This is an optimization exercise on Yosys and OpenROAD, whose aim is small area, a short achievable clock period and few clock cycles per item, not a production implementation.
No functional check of the RTL was part of any run shown here.

File: flow/design.v
module clkrate_engine (
    input  wire        clk,
    input  wire        rst,
    input  wire        start,
    input  wire [31:0] tag,
    input  wire [1:0]  core,
    output wire        ready,
    output reg         done,
    output wire [63:0] rate,
    output reg  [1:0]  err,
    input  wire [63:0] osc_hz,
    input  wire [63:0] intosc_hz,
    input  wire [63:0] fpga_hz,
    input  wire [31:0] m_pllglob,
    input  wire [31:0] m_pllm,
    input  wire [31:0] m_pllc1,
    input  wire [31:0] m_pllc2,
    input  wire [31:0] m_pllc3,
    input  wire [31:0] p_pllglob,
    input  wire [31:0] p_pllm,
    input  wire [31:0] p_pllc1,
    input  wire [31:0] p_pllc2,
    input  wire [31:0] p_pllc3,
    input  wire [31:0] m_nocclk,
    input  wire [31:0] m_nocdiv,
    input  wire [31:0] ctrl,
    input  wire [31:0] core01ctr,
    input  wire [31:0] core23ctr,
    input  wire [31:0] core2ctr,
    input  wire [31:0] core3ctr,
    input  wire [31:0] p_emacctl,
    input  wire [31:0] emacactr,
    input  wire [31:0] emacbctr,
    input  wire [31:0] emacptpctr
);
    parameter integer R1 = 4;            
    parameter integer R2 = 2;            
    localparam integer N1 = 64 / R1;
    localparam integer N2 = 64 / R2;
    localparam [1:0] ERR_OK          = 2'd0;
    localparam [1:0] ERR_UNSUPPORTED = 2'd1;
    localparam [1:0] ERR_DIVZERO     = 2'd2;
    localparam [1:0] S_IDLE = 2'd0;
    localparam [1:0] S_LOAD = 2'd1;
    localparam [1:0] S_P1   = 2'd2;
    localparam [1:0] S_P2   = 2'd3;
    reg  [1:0]  state;
    reg         sup_q;       
    reg  [3:0]  t;           
    reg  [1:0]  core_q;
    reg  [73:0] z;
    reg  [3:0]  aq;          
    reg  [9:0]  mq;          
    reg  [3:0]  ra;          
    reg  [10:0] c1, c2, c3;  
    reg  [10:0] r1, r2, r3;  
    reg  [5:0]  cnt;         
    reg  [2:0]  shamt;
    assign ready = (state == S_IDLE);
    assign rate  = z[63:0] >> shamt;
    wire is_mpu  = (t == 4'd0);
    wire is_emac = (t == 4'd6) || (t == 4'd7) || (t == 4'd8);
    wire is_ptp  = (t == 4'd9);
    reg emac_sel;
    always @(*) begin
        case (t)
            4'd6:    emac_sel = p_emacctl[26];
            4'd7:    emac_sel = p_emacctl[27];
            default: emac_sel = p_emacctl[28];
        endcase
    end
    reg [31:0] gsel;
    reg [1:0]  slice;
    always @(*) begin
        if (is_mpu) begin
            gsel  = core_q[1] ? core23ctr : core01ctr;
            slice = 2'd1;
        end else if (is_emac) begin
            gsel  = emac_sel ? emacbctr : emacactr;
            slice = 2'd2;
        end else if (is_ptp) begin
            gsel  = emacptpctr;
            slice = 2'd2;
        end else begin
            gsel  = m_nocclk;
            slice = 2'd3;
        end
    end
    wire [2:0]  src  = gsel[18:16];
    wire        pll  = (src[2:1] == 2'b00);
    wire        peri = src[0];
    wire [31:0] pllglob = peri ? p_pllglob : m_pllglob;
    wire [31:0] pllm    = peri ? p_pllm    : m_pllm;
    wire [1:0]  psrc    = pllglob[17:16];
    wire [3:0]  aref    = pllglob[11:8];
    reg  [31:0] pllc;
    always @(*) begin
        case (slice)
            2'd1:    pllc = peri ? p_pllc1 : m_pllc1;
            2'd2:    pllc = peri ? p_pllc2 : m_pllc2;
            default: pllc = peri ? p_pllc3 : m_pllc3;
        endcase
    end
    wire [31:0] corex = core_q[0] ? core3ctr : core2ctr;
    wire [1:0] osel = pll ? psrc : (src[1:0] ^ 2'b10);    
    wire       zero_src = pll ? (psrc == 2'd3) : (src > 3'd4);
    reg [63:0] f;
    always @(*) begin
        case (osel)
            2'd0:    f = osc_hz;
            2'd1:    f = intosc_hz;
            default: f = fpga_hz;
        endcase
    end
    wire f_hi0 = (f[63:32] == 32'd0);
    wire [1:0] l4mp = m_nocdiv[17:16];
    wire [1:0] l4sp = m_nocdiv[19:18];
    reg  [2:0] shamt_d;
    always @(*) begin
        case (t)
            4'd2, 4'd10, 4'd12: shamt_d = {1'b0, l4mp};
            4'd3:               shamt_d = {1'b0, l4sp};
            4'd4:               shamt_d = ctrl[0] ? 3'd1 : 3'd2;
            4'd5, 4'd11:        shamt_d = {1'b0, l4mp} + 3'd2;
            default:            shamt_d = 3'd0;
        endcase
    end
    reg [R1-1:0] qd;
    reg [3:0]    ra_n;
    reg [4:0]    tr_a;
    integer i;
    always @(*) begin
        ra_n = ra;
        for (i = 0; i < R1; i = i + 1) begin
            tr_a = {ra_n, z[73-i]};
            qd[R1-1-i] = (tr_a >= {1'b0, aq});
            ra_n = qd[R1-1-i] ? (tr_a - {1'b0, aq}) : tr_a[3:0];
        end
    end
    wire [73:0] z_p1 = {z[73-R1:0], {R1{1'b0}}} + qd * mq;
    function [11:0] dstep;           
        input [10:0] r;
        input        b;
        input [10:0] c;
        reg   [11:0] tr;
        begin
            tr = {r, b};
            if (tr > {1'b0, c}) dstep = {1'b1, tr[10:0] - c - 11'd1};
            else                dstep = {1'b0, tr[10:0]};
        end
    endfunction
    reg [R2-1:0] q3;
    reg [10:0]   r1_n, r2_n, r3_n;
    reg [11:0]   s1, s2, s3;
    integer j;
    always @(*) begin
        r1_n = r1; r2_n = r2; r3_n = r3;
        for (j = 0; j < R2; j = j + 1) begin
            s1 = dstep(r1_n, z[63-j], c1);
            s2 = dstep(r2_n, s1[11], c2);
            s3 = dstep(r3_n, s2[11], c3);
            r1_n = s1[10:0]; r2_n = s2[10:0]; r3_n = s3[10:0];
            q3[R2-1-j] = s3[11];
        end
    end
    always @(posedge clk) begin
        if (rst) begin
            state <= S_IDLE;
            done  <= 1'b0;
        end else begin
            done <= 1'b0;
            case (state)
                S_IDLE: begin
                    if (start) begin
                        sup_q  <= (tag <= 32'd12);
                        t      <= tag[3:0];
                        core_q <= core;
                        state  <= S_LOAD;
                    end
                end
                S_LOAD: begin
                    shamt <= shamt_d;
                    aq    <= aref;
                    mq    <= pllm[9:0];
                    ra    <= 4'd0;
                    r1    <= 11'd0;
                    r2    <= 11'd0;
                    r3    <= 11'd0;
                    c1    <= pll ? pllc[10:0] : 11'd0;
                    c2    <= (is_mpu || is_emac || is_ptp) ? gsel[10:0] : 11'd0;
                    c3    <= (is_mpu && core_q[1]) ? corex[10:0] : 11'd0;
                    if (!sup_q || zero_src || (pll && aref == 4'd0)) begin
                        done  <= 1'b1;
                        err   <= !sup_q ? ERR_UNSUPPORTED :
                                 zero_src ? ERR_OK : ERR_DIVZERO;
                        z     <= 74'd0;
                        state <= S_IDLE;
                    end else if (pll) begin
                        z     <= f_hi0 ? {f[31:0], 42'd0} : {f, 10'd0};
                        cnt   <= f_hi0 ? N1/2 - 1 : N1 - 1;
                        state <= S_P1;
                    end else begin
                        z     <= f_hi0 ? {10'd0, f[31:0], 32'd0} : {10'd0, f};
                        cnt   <= f_hi0 ? N2/2 - 1 : N2 - 1;
                        state <= S_P2;
                    end
                end
                S_P1: begin
                    z   <= z_p1;
                    ra  <= ra_n;
                    cnt <= cnt - 6'd1;
                    if (cnt == 6'd0) begin
                        cnt   <= N2 - 1;
                        state <= S_P2;
                    end
                end
                S_P2: begin
                    z[63:0] <= {z[63-R2:0], q3};
                    r1  <= r1_n;
                    r2  <= r2_n;
                    r3  <= r3_n;
                    cnt <= cnt - 6'd1;
                    if (cnt == 6'd0) begin
                        done  <= 1'b1;
                        err   <= ERR_OK;
                        state <= S_IDLE;
                    end
                end
            endcase
        end
    end
endmodule
File: flow/run.sh
#!/bin/bash
# synth_recipe.tcl (not shown) runs the flow's synth.tcl, then flattens the netlist and writes it again
# the make line also repeats each setting of config.mk as NAME=value (left out here)
make -C /OpenROAD-flow-scripts/flow DESIGN_CONFIG=/design/flow/config.mk WORK_HOME=/design/flow/orfs CLKGATE_MAP_FILE= SYNTH_SCRIPT=/design/flow/synth_recipe.tcl finish
File: flow/config.mk
export PLATFORM = sky130hd
export DESIGN_NAME = clkrate_engine
export DESIGN_NICKNAME = clkrate_engine
export VERILOG_FILES = /design/flow/design.v
export SDC_FILE = /design/flow/constraint.sdc
export NUM_CORES = 4
export LEC_CHECK = 0
export CAP_MARGIN = 20
export CORE_MARGIN = 2
export CORE_UTILIZATION = 40
export SETUP_SLACK_MARGIN = 2
export SLEW_MARGIN = 20
File: flow/constraint.sdc
create_clock -name core_clock -period 10.0 [get_ports {clk}]
set_input_delay 2.0000 -clock core_clock [delete_from_list [all_inputs] [get_ports {clk}]]
set_output_delay 2.0000 -clock core_clock [all_outputs]
set_load 0.01 [all_outputs]
==> run summary, run 1 <==
status: stopped before the end
Fail Step: 3_2_place_iop
Error: [ERROR PPL-0024] Number of IO pins (969) exceeds maximum number of available positions (820). Increase the die perimeter from 910.52um to 1317.84um.
syn_area_per_cell: 8.68 um2
sequential share of the synthesized area: 26.7%
Mapped Area: 20000 um2
synth unique cells: 80
synthesized flop and latch total: 179
Synth area leader: edfxtp_1
share of the synthesized area in the top cell type: 26.4%
Top FF cell, synth: edfxtp_1
Die W: 228 um
starting density of the core: 40.7%
Post-Synthesis Cells: 2305
Row Count: 81
DIE HEIGHT: 228 um
Syn Nets: 3357
synth warn: 1
Post-synth EDFFs: 176
async set-reset flop share out of synthesis: 0%
Synth area leaders: edfxtp_1 26%, ha_1 7.3%, nand2_1 5.6%
[logic make-up after synthesis]
group                    count (synthesis)  synth area share, %
AND/OR/NAND/NOR                        714                 16.0
AO/OA/AOI/OAI                          616                 21.1
buffers and inverters                  312                 6.10
multiplexers                           207                 13.8
flip-flops                             179                 26.7
adder cells (fa/ha/maj)                151                 10.8
XOR/XNOR                               126                 5.52
[synth_stat cells, drive strengths merged, types with 39 or more instances]
master    n
clkbuf   89
mux2     72
buf      47
a21oi   149
mux4     47
o21ai   117
edfxtp  176
xnor2    94
o221ai   60
nand2   300
inv     173
mux2i    88
ha      116
nand3    39
nor2    207
==> inputs of run 2 (changes only) <==
--- a/flow/config.mk
+++ b/flow/config.mk
@@ -8,5 +8,4 @@
 export CAP_MARGIN = 20
 export CORE_MARGIN = 2
 export CORE_UTILIZATION = 40
-export SETUP_SLACK_MARGIN = 2
 export SLEW_MARGIN = 20
==> run 2 against run 1 <==
Net effect:
- the flow again stops in 3_2_place_iop
- area after synthesis did not move
- synthesized cell count stayed put
==> run summary, run 2 <==
Row Count: 81 (unchanged)
list of most frequent post-synthesis cells: 298 x nand2_1, 207 x nor2_1, 176 x edfxtp_1
synthesized flop and latch total: 179 (unchanged)
syn_area_per_cell: 8.68 um2 (unchanged)
Synth area leader: edfxtp_1
sequential share of the synthesized area: 26.7% (unchanged)
Mapped Area: 20000 um2 (unchanged)
starting density of the core: 40.7% (unchanged)
Syn Nets: 3357 (unchanged)
Error: [ERROR PPL-0024] Number of IO pins (969) exceeds maximum number of available positions (820). Increase the die perimeter from 910.52um to 1317.84um.
synth warn: 1 (unchanged)
Die W: 228 um (unchanged)
Post-synth EDFFs: 176 (unchanged)
Post-Synthesis Cells: 2305 (unchanged)
status: stopped before the end
Top FF cell, synth: edfxtp_1
DIE HEIGHT: 228 um (unchanged)
Synth area leaders: edfxtp_1 26%, ha_1 7.3%, nand2_1 5.6%
async set-reset flop share out of synthesis: 0% (unchanged)
share of the synthesized area in the top cell type: 26.4% (unchanged)
Fail Step: 3_2_place_iop
synth unique cells: 80 (unchanged)
most common cell in the netlist: nand2_1
[run 2: cell families after synthesis]
family,after synthesis,share of synthesized area (%)
compound gates,616,21.1
xor+xnor,126,5.52
fa+ha+maj,151,10.8
buf+inv,312,6.10
flops,179,26.7
mux,207,13.8
simple gates,714,16.0
